This design comes from an exercise in tuning for small area on the open sky130 flow, not from production work.
Only simulation tests tie the RTL to the original design; equivalence was not proved.
Power and IR drop assume default switching activity.

## iot_sae
module iot_sae (
    input  wire        clk,
    input  wire        rst,             
    input  wire        FAULT_POLICY,    
    output wire        bus_req,
    input  wire        bus_ack,
    output wire [2:0]  bus_op,
    output wire        bus_cont,
    output wire [7:0]  bus_cmd,
    output wire [63:0] bus_addr,
    input  wire [1:0]  bus_status,
    input  wire [7:0]  bus_rdata,
    input  wire [63:0] bus_raddr,
    output wire        pin_req,
    input  wire        pin_ack,
    output wire        pin_op,
    output wire        pin_level,
    output wire        pin_ch,
    input  wire        pin_err,
    input  wire [9:0]  adc_data,
    output wire        pers_req,
    input  wire        pers_ack,
    output wire [7:0]  pers_sid,
    output wire [1:0]  pers_vkind,
    output wire [38:0] pers_vnum,
    input  wire        pers_err,
    output wire        dly_req,
    input  wire        dly_ack,
    output wire [25:0] dly_us,
    output wire        diag_valid,
    output wire [7:0]  diag_sid,
    output wire [3:0]  diag_kind,
    output wire [3:0]  st,
    output wire [3:0]  ph,
    output wire        fault,
    output wire [3:0]  fault_code,
    output wire [7:0]  fault_sid,
    output wire [7:0]  pidx
);
    localparam [6:0] W_INIT_RESET = 7'h00, W_INIT_ENUM  = 7'h08,
                     W_START_CONV = 7'h18, W_AWAIT_CONV = 7'h20,
                     W_RT_CMD     = 7'h28, W_RT_BYTE    = 7'h29, W_RT_PERSIST = 7'h2B,
                     W_DS_LED_ON  = 7'h30, W_DS_HOLD_RISE = 7'h31, W_DS_SAMPLE = 7'h32,
                     W_DS_HOLD_PULSE = 7'h33, W_DS_LED_OFF = 7'h34, W_DS_HOLD_SETTLE = 7'h35,
                     W_DS_PERSIST = 7'h37,
  ...
Settings: LEC_CHECK=0, CAP_MARGIN=20, CORE_MARGIN=2, CORE_UTILIZATION=45, PLACE_DENSITY=0.75, SLEW_MARGIN=20; clock period 18.0 ns.
standard.sh (not shown) runs the stock make flow with config.mk's settings and CLKGATE_MAP_FILE= SYNTH_SCRIPT=/design/flow/synth_recipe.tcl, a recipe that flattens the netlist after the stock synthesis.
==> flow/flow/run.sh <==
#!/bin/bash
# The standard layout with these changes:
#  - synthesis maps the logic with an area-oriented ABC script (flow/area.abc);
#    everything else in synthesis, registers included, is the standard one
#  - ports are buffered with the smallest buffer cell
#  - clock tree synthesis uses small buffers and inserts no dummy loads
set -euo pipefail
W=$PWD
{
  echo 'proc synth {args} { yosys synth -nofsm -noshare {*}$args }'
  echo "proc abc {args} { set i [lsearch -exact \$args -script]; if {\$i >= 0} { lset args [expr {\$i + 1}] $W/flow/area.abc }; yosys abc {*}\$args }"
  tail -n +2 synth_recipe.tcl
} > my_synth.tcl
sed -e "s#SYNTH_SCRIPT=[^ ]*#SYNTH_SCRIPT=$W/my_synth.tcl#" standard.sh > my_standard.sh
export BUFFER_PORTS_ARGS="-buffer_cell sky130_fd_sc_hd__buf_1"
export CTS_ARGS="-sink_clustering_enable -repair_clock_nets -dont_use_dummy_load -buf_list sky130_fd_sc_hd__clkbuf_4 -root_buf sky130_fd_sc_hd__clkbuf_4 -sink_clustering_size 11 -sink_clustering_max_diameter 40"
bash my_standard.sh > standard.log 2>&1
==> flow/flow/area.abc <==
strash; dc2; strash; dch -f; amap; strash; dch -f; amap; mfs2 -a; strash; dch -f; amap; mfs2 -a; strash; dch -f; amap; topo
The starting point completed with no timing, DRC or antenna violations.
Next try:
--- a/flow/design.v
+++ b/flow/design.v
@@ -129,17 +129,17 @@
         r1 <= r0;
         r2 <= r1;
         r0 <= swap ? a_out : r2;
         a_out <= ({64{enum_ok}} & bus_raddr) | ({64{swap}} & r2) | ({64{~(enum_ok | swap)}} & a_out);
     end
     wire [10:0] A    = vnum[38:28];
     wire        c0   = (cnt == 5'd0);
     wire        last = (cnt == 5'd27);
-    wire        ack  = bus_ack | pin_ack | pers_ack | dly_ack;
+    wire        ack  = (bus_ack & bus_req) | (pin_ack & pin_req) | (pers_ack & pers_req) | (dly_ack & dly_req);
     wire        byte_ack = (w == W_RT_BYTE) & ack;
     wire        pass = sC;    
     reg        op_adda, op_ldb0, keepA, m, cin;
     reg [10:0] addend;
     always @* begin
         op_adda = 1'b0; op_ldb0 = 1'b0;
         keepA = ~c0; m = 1'b0; cin = 1'b0; addend = 11'd0;
         case (w)
Result:
- The new run went through all stages and came out clean
- design area barely changes
- clock skew went up by 0.0086 ns
- power came out higher by about 5.6%
- sequential share of layout area stays flat
- non-clock buffer count falls by 3
- clock power climbs by about 2%

## what the ideal ports hide
Ports are ideal in the flow. The routed layouts listed here were re-timed in OpenROAD. Step 1: set_driving_cell puts a clkbuf_16 on clk and a buf_2 on each other input, an assumption about the parent block. Step 2 times the ports against the registers' clock, not the clock port: input delays grow and output delays shrink by t, the midpoint of the rising clock arrivals with the driver on. a / b / c = ideal ports / drivers / drivers and shift; a / b = the first two.
| run | t, ns | setup slack, ns | slew at the worst register clock pin (ns) |
|---|---|---|---|
| the first run | 0.652 | 10.669 / 10.672 / 10.020 | 0.11 / 0.11 |
| the second run | 0.657 | 10.425 / 10.439 / 9.782 | 0.11 / 0.11 |
After both steps every run listed still meets setup and hold. For the first run, which loses most, drivers alone change the setup slack by +0.003 ns; drivers and shift together by -0.649 ns.
